This design comes from an exercise in tuning for a short achievable clock period and few clock cycles per item on the open sky130 flow, not from production work. RTL that was checked went through simulation tests only; none was proved equivalent to the original. Power and IR drop assume default switching activity.

## the previous run
## ada_rx
module ada_rx (
    input  wire        clk,
    input  wire        rst,         
    input  wire        in_valid,
    input  wire [7:0]  in_data,
    output wire        in_ready,
    output wire        out_valid,
    input  wire        out_ready,
    output wire [1:0]  out_kind,    
    output wire [31:0] out_data,
    output wire        out_last
);
Size in the first run: about 1700 flip-flops, about 49 I/O pins, roughly 62000 sq um of cells after synthesis.
==> flow/config.mk <==
export PLATFORM = sky130hd
export DESIGN_NAME = ada_rx
export DESIGN_NICKNAME = ada_rx
export VERILOG_FILES = /design/flow/design.v
export SDC_FILE = /design/flow/constraint.sdc
export NUM_CORES = 4
export LEC_CHECK = 0
export ABC_CLOCK_PERIOD_IN_PS = 3000
export CAP_MARGIN = 20
export CORE_MARGIN = 2
export CORE_UTILIZATION = 70
export CTS_CLUSTER_DIAMETER = 60
export CTS_CLUSTER_SIZE = 28
export SLEW_MARGIN = 20
==> flow/constraint.sdc <==
create_clock -name core_clock -period 11.0 [get_ports {clk}]
set_input_delay 2.2000 -clock core_clock [delete_from_list [all_inputs] [get_ports {clk}]]
set_output_delay 2.2000 -clock core_clock [all_outputs]
set_load 0.01 [all_outputs]
standard.sh (not shown) runs the stock make flow with config.mk's settings and CLKGATE_MAP_FILE= SYNTH_SCRIPT=/design/flow/synth_recipe.tcl, a recipe that flattens the netlist after the stock synthesis.
==> flow/flow/run.sh <==
#!/bin/bash
set -euo pipefail
bash standard.sh SETUP_SLACK_MARGIN=7.8 finish > standard.log 2>&1
Testbench counts of the previous run, summed over its fixed seeds: cycles 48,218, bytes 47,847.
For the current run, these inputs were changed with respect to the previous run:
--- a/flow/design.v
+++ b/flow/design.v
@@ -44,13 +44,13 @@
     wire [5:0] w_used  = ws - rdw;
     wire [4:0] e_used  = ewr - erd;
     wire       room    = (!ph_pay || w_used != 6'd32) && (e_used <= 5'd14);
     assign in_ready = in_rdy;
     always @(posedge clk) begin
         rst_q  <= rst;
-        in_rdy <= room;
+        in_rdy <= !rst && room;
         v0     <= in_valid && in_rdy;
         b0     <= in_data;
     end
     reg         v1;
     reg [7:0]   b1;
     reg [127:0] ceq;       
@@ -508,47 +508,37 @@
         if (e_we) evq[e_wa] <= e_wd;
     reg        p_valid, h_valid;
     reg [1:0]  p_kind,  h_kind;
     reg [31:0] p_data,  h_data;
     reg        p_last,  h_last;
     reg [5:0]  wleft;      
-    reg [31:0] rsel;       
-    reg [31:0] ring_rd;
-    integer    ri;
-    always @* begin
-        ring_rd = 32'd0;
-        for (ri = 0; ri < 32; ri = ri + 1)
-            ring_rd = ring_rd | (ring[ri] & {32{rsel[ri]}});
-    end
     wire        ld    = !h_valid || out_ready;
     wire        e_av  = (erd != ewr_vis);
     wire [10:0] ev_rd = evq[erd[3:0]];
     wire        w_av   = (wleft != 6'd0);
     wire        n_val  = w_av || e_av;
     wire [1:0]  n_kind = w_av ? KIND_WORD : ev_rd[10] ? KIND_HDR : KIND_ERR;
     wire        n_last = w_av ? (wleft == 6'd1) : ev_rd[10] ? (ev_rd[5:0] == 6'd0) : 1'b1;
-    wire [31:0] n_data = w_av      ? ring_rd :
+    wire [31:0] n_data = w_av      ? ring[rdw[4:0]] :
                          ev_rd[10] ? {18'd0, ev_rd[5:0], 4'd0, ev_rd[9:6]} :
                                      {29'd0, ev_rd[8:6]};
     always @(posedge clk) begin
         if (rst_q) begin
             ewr_vis <= 5'd0;
             erd     <= 5'd0;
             rdw     <= 6'd0;
-            rsel    <= 32'd1;
             wleft   <= 6'd0;
             p_valid <= 1'b0;
             h_valid <= 1'b0;
         end else begin
             ewr_vis <= ewr;
             p_valid <= ld ? n_val : h_valid;
             h_valid <= ld ? n_val : p_valid;
             if (ld) begin
                 if (w_av) begin
                     rdw   <= rdw + 6'd1;
-                    rsel  <= {rsel[30:0], rsel[31]};
                     wleft <= wleft - 6'd1;
                 end else if (e_av) begin
                     erd   <= erd + 5'd1;
                     if (ev_rd[10])
                         wleft <= ev_rd[5:0];
                 end
==> comparison <==
Final estimated routing congestion in global placement (the current run over the previous run): decrease, 0.0046
The storage element area number comes out higher for the previous run vs the current run.
Summary: setup slack at placement, the current run worse than the previous run
Of the previous run and the current run, the run reporting the higher part of the power in combinational logic was the current run.
The previous run → the current run: post-synthesis area per instance shows an increase of 2.3 sq um, fraction of the mapped netlist area in compound gates shows a reduction of 6.2 points, power shows an increase of 6.8%, number of standard-cell rows in the floorplan shows an increase of 1, time the final worst path needs with I/O delays and setup shows a reduction of 7.2 ps.
The current run: ratio of cells with drive above 1 in the final layout is 8.1 points higher than what the previous run reported.
When the current run is set beside the previous run, its effective utilization at floorplan turns out to be 0.29 points larger.
Count of clock-net buffers in the final layout ends up higher on the previous run.
Testbench counts of the current run, summed over its fixed seeds: cycles 48,250, bytes 47,847.

---

Another version of the RTL of ada_rx (not shown whole).
Size: ~3,800 cells after synthesis, ~1,700 flip-flops.
Settings: LEC_CHECK=0, ABC_CLOCK_PERIOD_IN_PS=3000, CAP_MARGIN=20, CORE_MARGIN=2, CORE_UTILIZATION=70, CTS_CLUSTER_DIAMETER=60, CTS_CLUSTER_SIZE=28, SLEW_MARGIN=20; clock period 11.0 ns.
Scripts as last shown in full above: flow/flow/run.sh
Testbench counts at the start, summed over its fixed seeds: cycles 48,218, bytes 47,847.
Then changed:
--- a/flow/design.v
+++ b/flow/design.v
@@ -41,19 +41,19 @@
     reg [4:0]  ewr;       
     reg [4:0]  ewr_vis;   
     reg        ph_pay;
     wire [5:0] w_used  = ws - rdw;
     wire [4:0] e_used  = ewr - erd;
     wire       room    = (!ph_pay || w_used != 6'd32) && (e_used <= 5'd14);
     assign in_ready = in_rdy;
     always @(posedge clk) begin
         rst_q  <= rst;
-        in_rdy <= room;
+        in_rdy <= !rst && room;
         v0     <= in_valid && in_rdy;
         b0     <= in_data;
     end
     reg         v1;
     reg [7:0]   b1;
     reg [127:0] ceq;       
     reg         is00;
     integer     ci;
     always @(posedge clk) begin
@@ -535,32 +535,30 @@
             erd     <= 5'd0;
             rdw     <= 6'd0;
             rsel    <= 32'd1;
             wleft   <= 6'd0;
             p_valid <= 1'b0;
             h_valid <= 1'b0;
         end else begin
             ewr_vis <= ewr;
             p_valid <= ld ? n_val : h_valid;
-            if (ld)
-                h_valid <= n_val;
+            h_valid <= ld ? n_val : p_valid;
             if (ld) begin
                 if (w_av) begin
                     rdw   <= rdw + 6'd1;
                     rsel  <= {rsel[30:0], rsel[31]};
                     wleft <= wleft - 6'd1;
                 end else if (e_av) begin
                     erd   <= erd + 5'd1;
                     if (ev_rd[10])
                         wleft <= ev_rd[5:0];
                 end
             end
         end
-        {p_kind, p_last, p_data} <= ld ? {n_kind, n_last, n_data} : ~{h_kind, h_last, h_data};
-        if (ld)
-            {h_kind, h_last, h_data} <= ~{n_kind, n_last, n_data};
+        {p_kind, p_last, p_data} <= ld ? {n_kind, n_last, n_data} : {h_kind, h_last, h_data};
+        {h_kind, h_last, h_data} <= ld ? {n_kind, n_last, n_data} : {p_kind, p_last, p_data};
     end
     assign out_valid = p_valid;
     assign out_kind  = p_kind;
     assign out_data  = p_data;
     assign out_last  = p_last;
 endmodule
Outcome: Maximum frequency decreases slightly. Combinational power went up by about a fifth. Worst setup slack got worse by 0.028 ns. Critical path depth does not change. Design area went up slightly. Total power increases by a few percent.
Only the layout flow was run in the second run of this note; the RTL was not checked for function there.

==> afterwards: timing with drivers on the ports <==
The flow's constraints put no driver on any port. The routed layouts listed below were extracted and timed again, unchanged, in two steps.
Step 1: set_driving_cell puts a clkbuf_16 on clk and a buf_2 on each other input, an assumption about the parent block.
Step 2 moves the port delays by t, midway between the first and last clock arrival at a register: inputs arrive t later, outputs are due t later. That takes back most of the time a late clock gives input paths.
Slacks: no drivers / after step 1 / after step 2; pairs: no drivers / after step 1.
run | t, ns | setup WS [ns] | worst setup path after step 2 | worst slew at a driven data input, ns | pins driven straight from the clock port
the previous run | 0.784 | 7.567 / 7.503 / 7.458 | input to register | 0.04 | 1
the current run | 0.762 | 7.574 / 7.502 / 7.190 | input to register | 0.04 | 1
the first run of note 2 | 0.769 | 7.627 / 7.558 / 7.101 | input to register | 0.03 | 1
the second run of note 2 | 0.794 | 7.599 / 7.531 / 7.188 | input to register | 0.04 | 1
After both steps setup and hold are still met in every run listed. The setup slack of the first run of note 2, which loses most, moves by -0.069 ns with the drivers and by -0.526 ns with both steps.
